Background: an optimization exercise with open tools, aiming at small area, a short achievable clock period and few clock cycles per item. Do not read the settings as production practice.
Only simulation tests tie the RTL to the original design; equivalence was not proved.

==> module plc_blk_rx, before the edit <==
module plc_blk_rx (
    input  wire        clk,
    input  wire        rst,
    input  wire        in_valid,
    output wire        in_ready,
    input  wire [31:0] in_data,
    input  wire        in_long,
    output reg         res_valid,
    input  wire        res_ready,
    output reg         res_ok,
    output reg         res_fmterr,
    output reg  [31:0] res_hdr
);
    localparam [31:0] K = 32'hDEBB20E3;   
    reg        hdr_ph;      
    reg [7:0]  cnt;         
    reg [31:0] x;           
    reg        blong;
    reg        hraw;        
    reg        hcp;         
    reg        chk_d;       
    reg        in_rdy;      
    reg        in_rdy_rr;   
    wire [31:0] mx;
    plc_crc32_word u_crc (.x(x), .y(mx));
    assign in_ready = in_rdy || (in_rdy_rr && res_ready);
    wire fire     = in_valid && in_ready;
    wire hdr_fire = fire && hdr_ph;
    wire chk_fire = fire && !hdr_ph && (cnt == 8'd0);
    wire slot_free = !res_valid || res_ready;
    wire copy      = hcp && slot_free;
    wire hdr_ph_n    = hdr_fire ? 1'b0 : (chk_fire ? 1'b1 : hdr_ph);
    wire [7:0] cnt_n = hdr_fire ? (in_long ? 8'd128 : 8'd32) :
                       (fire ? cnt - 8'd1 : cnt);
    wire hcp_n       = hdr_fire || (hcp && !slot_free);
    wire res_valid_n = chk_d || (res_valid && !res_ready);
    wire [31:0] w = in_data ^ (hraw ? K : 32'd0);
    always @(posedge clk) begin
        if (fire)
            x <= (hdr_ph ? 32'd0 : mx) ^ w;
        if (copy)
            res_hdr <= x;
    end
    always @(posedge clk) begin
        if (rst) begin
            hdr_ph     <= 1'b1;
            cnt        <= 8'd0;
            blong      <= 1'b0;
            hraw       <= 1'b0;
            hcp        <= 1'b0;
            chk_d      <= 1'b0;
            in_rdy     <= 1'b1;
            in_rdy_rr  <= 1'b0;
            res_valid  <= 1'b0;
            res_ok     <= 1'b0;
            res_fmterr <= 1'b0;
        end else begin
            hdr_ph    <= hdr_ph_n;
            cnt       <= cnt_n;
            hcp       <= hcp_n;
            chk_d     <= chk_fire;
            res_valid <= res_valid_n;
            if (fire)
                hraw <= hdr_ph;
            in_rdy    <= !(hcp_n && res_valid_n) &&
                         !((res_valid_n || chk_fire) && !hdr_ph_n && cnt_n == 8'd0);
            in_rdy_rr <= hcp_n && res_valid_n;
            if (hdr_fire)
                blong <= in_long;
            if (chk_d) begin
                res_ok     <= &x;
                res_fmterr <= res_hdr[27] && !blong &&
                              (res_hdr[24] || res_hdr[23]);
            end
        end
    end
endmodule
Settings: LEC_CHECK=0, CAP_MARGIN=20, CORE_MARGIN=2, CORE_UTILIZATION=40, CTS_BUF_LIST=sky130_fd_sc_hd__clkbuf_4 sky130_fd_sc_hd__clkbuf_8, CTS_CLUSTER_SIZE=30, PLACE_DENSITY=0.6, SETUP_SLACK_MARGIN=2.5, SLEW_MARGIN=20, DONT_USE_CELLS=sky130_fd_sc_hd__xor3_1 sky130_fd_sc_hd__xor3_2 sky130_fd_sc_hd__xor3_4 sky130_fd_sc_hd__xnor3_1 sky130_fd_sc_hd__xnor3_2 sky130_fd_sc_hd__xnor3_4; clock period 5.0 ns.
standard.sh (not shown) runs the stock make flow with config.mk's settings and CLKGATE_MAP_FILE= SYNTH_SCRIPT=/design/flow/synth_recipe.tcl, a recipe that flattens the netlist after the stock synthesis.
==> flow/flow/run.sh <==
#!/bin/bash
# Standard ORFS layout with a few extra ORFS settings passed to make.
set -euo pipefail
# keep three-input XOR cells out of the mapping: two-input XORs are smaller
# and faster for the CRC networks
echo 'export DONT_USE_CELLS = sky130_fd_sc_hd__xor3_1 sky130_fd_sc_hd__xor3_2 sky130_fd_sc_hd__xor3_4 sky130_fd_sc_hd__xnor3_1 sky130_fd_sc_hd__xnor3_2 sky130_fd_sc_hd__xnor3_4' >> config.mk
bash standard.sh BUFFER_PORTS_ARGS=-buffer_cell\ sky130_fd_sc_hd__buf_1 finish > standard.log 2>&1
The starting point completed with no timing, DRC or antenna violations.
Testbench counts at the start, summed over its fixed seeds: cycles 5,579, items 96.
Then changed:
--- a/flow/design.v
+++ b/flow/design.v
@@ -332,16 +332,15 @@
     reg [31:0] x;           
     reg        blong;
     reg        hraw;        
     reg        hcp;         
     reg        chk_d;       
-    reg        in_rdy;      
-    reg        in_rdy_rr;   
+    reg        in_rdy;
     wire [31:0] mx;
     plc_crc32_word u_crc (.x(x), .y(mx));
-    assign in_ready = in_rdy || (in_rdy_rr && res_ready);
-    wire fire     = in_valid && in_ready;
+    assign in_ready = in_rdy;
+    wire fire     = in_valid && in_rdy;
     wire hdr_fire = fire && hdr_ph;
     wire chk_fire = fire && !hdr_ph && (cnt == 8'd0);
     wire slot_free = !res_valid || res_ready;
     wire copy      = hcp && slot_free;
     wire hdr_ph_n    = hdr_fire ? 1'b0 : (chk_fire ? 1'b1 : hdr_ph);
@@ -363,11 +362,10 @@
             blong      <= 1'b0;
             hraw       <= 1'b0;
             hcp        <= 1'b0;
             chk_d      <= 1'b0;
             in_rdy     <= 1'b1;
-            in_rdy_rr  <= 1'b0;
             res_valid  <= 1'b0;
             res_ok     <= 1'b0;
             res_fmterr <= 1'b0;
         end else begin
             hdr_ph    <= hdr_ph_n;
@@ -377,11 +375,10 @@
             res_valid <= res_valid_n;
             if (fire)
                 hraw <= hdr_ph;
             in_rdy    <= !(hcp_n && res_valid_n) &&
                          !((res_valid_n || chk_fire) && !hdr_ph_n && cnt_n == 8'd0);
-            in_rdy_rr <= hcp_n && res_valid_n;
             if (hdr_fire)
                 blong <= in_long;
             if (chk_d) begin
                 res_ok     <= &x;
                 res_fmterr <= res_hdr[27] && !blong &&
Result: Flip-flop and latch count shrinks by 1; design area hardly moves; maximum frequency shrinks slightly; first-iteration DRC count shrinks by about a fifth; die area grows by a few percent; wire length grows slightly; worst hold slack is about the same; core utilization shrinks by 1.7 points; synthesized cell count grows slightly.
Testbench counts after the change, summed over its fixed seeds: cycles 5,594, items 96.

plc_blk_codec with an RTL version that a note above also has.
Size: roughly 1000 cells after synthesis, roughly 160 flip-flops, about 170 I/O pins, ~11000 um^2 of cells after synthesis.
==> module plc_blk_rx, before the edit <==
module plc_blk_rx (
    input  wire        clk,
    input  wire        rst,
    input  wire        in_valid,
    output wire        in_ready,
    input  wire [31:0] in_data,
    input  wire        in_long,
    output reg         res_valid,
    input  wire        res_ready,
    output reg         res_ok,
    output reg         res_fmterr,
    output reg  [31:0] res_hdr
);
    localparam [31:0] K = 32'hDEBB20E3;   
    reg        hdr_ph;      
    reg [7:0]  cnt;         
    reg [31:0] x;           
    reg        blong;
    reg        hraw;        
    reg        hcp;         
    reg        chk_d;       
    reg        in_rdy;
    wire [31:0] mx;
    plc_crc32_word u_crc (.x(x), .y(mx));
    assign in_ready = in_rdy;
    wire fire     = in_valid && in_rdy;
    wire hdr_fire = fire && hdr_ph;
    wire chk_fire = fire && !hdr_ph && (cnt == 8'd0);
    wire slot_free = !res_valid || res_ready;
    wire copy      = hcp && slot_free;
    wire hdr_ph_n    = hdr_fire ? 1'b0 : (chk_fire ? 1'b1 : hdr_ph);
    wire [7:0] cnt_n = hdr_fire ? (in_long ? 8'd128 : 8'd32) :
                       (fire ? cnt - 8'd1 : cnt);
    wire hcp_n       = hdr_fire || (hcp && !slot_free);
    wire res_valid_n = chk_d || (res_valid && !res_ready);
    wire [31:0] w = in_data ^ (hraw ? K : 32'd0);
    always @(posedge clk) begin
        if (fire)
            x <= (hdr_ph ? 32'd0 : mx) ^ w;
        if (copy)
            res_hdr <= x;
    end
    always @(posedge clk) begin
        if (rst) begin
            hdr_ph     <= 1'b1;
            cnt        <= 8'd0;
            blong      <= 1'b0;
            hraw       <= 1'b0;
            hcp        <= 1'b0;
            chk_d      <= 1'b0;
            in_rdy     <= 1'b1;
            res_valid  <= 1'b0;
            res_ok     <= 1'b0;
            res_fmterr <= 1'b0;
        end else begin
            hdr_ph    <= hdr_ph_n;
            cnt       <= cnt_n;
            hcp       <= hcp_n;
            chk_d     <= chk_fire;
            res_valid <= res_valid_n;
            if (fire)
                hraw <= hdr_ph;
            in_rdy    <= !(hcp_n && res_valid_n) &&
                         !((res_valid_n || chk_fire) && !hdr_ph_n && cnt_n == 8'd0);
            if (hdr_fire)
                blong <= in_long;
            if (chk_d) begin
                res_ok     <= &x;
                res_fmterr <= res_hdr[27] && !blong &&
                              (res_hdr[24] || res_hdr[23]);
            end
        end
    end
endmodule
export LEC_CHECK = 0
export CAP_MARGIN = 20
export CORE_MARGIN = 2
export CORE_UTILIZATION = 40
export CTS_CLUSTER_SIZE = 30
export PLACE_DENSITY = 0.6
export SETUP_SLACK_MARGIN = 2.5
export SLEW_MARGIN = 20
export DONT_USE_CELLS = sky130_fd_sc_hd__xor3_1 sky130_fd_sc_hd__xor3_2 sky130_fd_sc_hd__xor3_4 sky130_fd_sc_hd__xnor3_1 sky130_fd_sc_hd__xnor3_2 sky130_fd_sc_hd__xnor3_4
create_clock -name core_clock -period 5.0 [get_ports {clk}]
Scripts as last shown in full above: flow/flow/run.sh
Testbench counts at the start, summed over its fixed seeds: cycles 5,594, items 96.
Then changed:
--- a/flow/design.v
+++ b/flow/design.v
@@ -327,12 +327,10 @@
     output reg  [31:0] res_hdr
 );
-    localparam [31:0] K = 32'hDEBB20E3;   
     reg        hdr_ph;      
     reg [7:0]  cnt;         
     reg [31:0] x;           
     reg        blong;
-    reg        hraw;        
-    reg        hcp;         
     reg        chk_d;       
+    reg        hdr_pend;    
     reg        in_rdy;
     wire [31:0] mx;
@@ -342,17 +340,16 @@
     wire hdr_fire = fire && hdr_ph;
     wire chk_fire = fire && !hdr_ph && (cnt == 8'd0);
-    wire slot_free = !res_valid || res_ready;
-    wire copy      = hcp && slot_free;
+    wire slot_free = !chk_d && (!res_valid || res_ready);
+    wire hdr_take  = (hdr_fire || hdr_pend) && slot_free;
     wire hdr_ph_n    = hdr_fire ? 1'b0 : (chk_fire ? 1'b1 : hdr_ph);
     wire [7:0] cnt_n = hdr_fire ? (in_long ? 8'd128 : 8'd32) :
                        (fire ? cnt - 8'd1 : cnt);
-    wire hcp_n       = hdr_fire || (hcp && !slot_free);
+    wire hdr_pend_n  = (hdr_fire || hdr_pend) && !slot_free;
     wire res_valid_n = chk_d || (res_valid && !res_ready);
-    wire [31:0] w = in_data ^ (hraw ? K : 32'd0);
     always @(posedge clk) begin
         if (fire)
-            x <= (hdr_ph ? 32'd0 : mx) ^ w;
-        if (copy)
-            res_hdr <= x;
+            x <= (hdr_ph ? 32'hFFFFFFFF : mx) ^ in_data;
+        if (hdr_take)
+            res_hdr <= hdr_pend ? ~x : in_data;
     end
     always @(posedge clk) begin
@@ -361,7 +358,6 @@
             cnt        <= 8'd0;
             blong      <= 1'b0;
-            hraw       <= 1'b0;
-            hcp        <= 1'b0;
             chk_d      <= 1'b0;
+            hdr_pend   <= 1'b0;
             in_rdy     <= 1'b1;
             res_valid  <= 1'b0;
@@ -371,10 +367,8 @@
             hdr_ph    <= hdr_ph_n;
             cnt       <= cnt_n;
-            hcp       <= hcp_n;
             chk_d     <= chk_fire;
+            hdr_pend  <= hdr_pend_n;
             res_valid <= res_valid_n;
-            if (fire)
-                hraw <= hdr_ph;
-            in_rdy    <= !(hcp_n && res_valid_n) &&
+            in_rdy    <= !hdr_pend_n &&
                          !((res_valid_n || chk_fire) && !hdr_ph_n && cnt_n == 8'd0);
             if (hdr_fire)
Effect: Via count rises slightly; routed wire length stays flat; synthesized area hardly moves; design area stays flat; global-route usage rises by 0.44 points; critical path depth rises by 1; die area stays flat; fmax rises slightly; hold slack improved by 18 ps; cell count rises slightly.
Testbench counts after the change, summed over its fixed seeds: cycles 5,594, items 96.

[separate check: timing with driven ports]
Ports are ideal in the flow. The routed layouts listed here were re-timed in OpenROAD. Step 1 (the two cells are an assumption about what drives the block):
set clk [get_ports {clk}]
set_driving_cell -lib_cell sky130_fd_sc_hd__clkbuf_16 $clk
set_driving_cell -lib_cell sky130_fd_sc_hd__buf_2 [delete_from_list [all_inputs] $clk]
Step 2 also shifts input and output timing later by t, the mid clock arrival at the registers, as if the neighbouring blocks saw the same clock. Three values: ideal, step 1, step 2; two values: the first two.
run	t, ns	setup slack, ns	hold WS [ns]	worst setup path at the end	worst register clock-pin slew, ns
the first run of note 1	0.504	2.545 / 2.493 / 2.252	0.468 / 0.468 / 0.468	input to register	0.11 / 0.11
the second run of note 1	0.504	2.531 / 2.508 / 2.147	0.466 / 0.466 / 0.466	input to register	0.11 / 0.11
the first run of note 2	0.471	2.518 / 2.508 / 2.277	0.466 / 0.466 / 0.466	input to register	0.08 / 0.08
the second run of note 2	0.475	2.552 / 2.548 / 2.282	0.483 / 0.483 / 0.483	input to register	0.08 / 0.08
After both steps setup and hold are still met in every run listed. The setup slack of the second run of note 1, which loses most, moves by -0.023 ns with the drivers and by -0.384 ns with both steps.
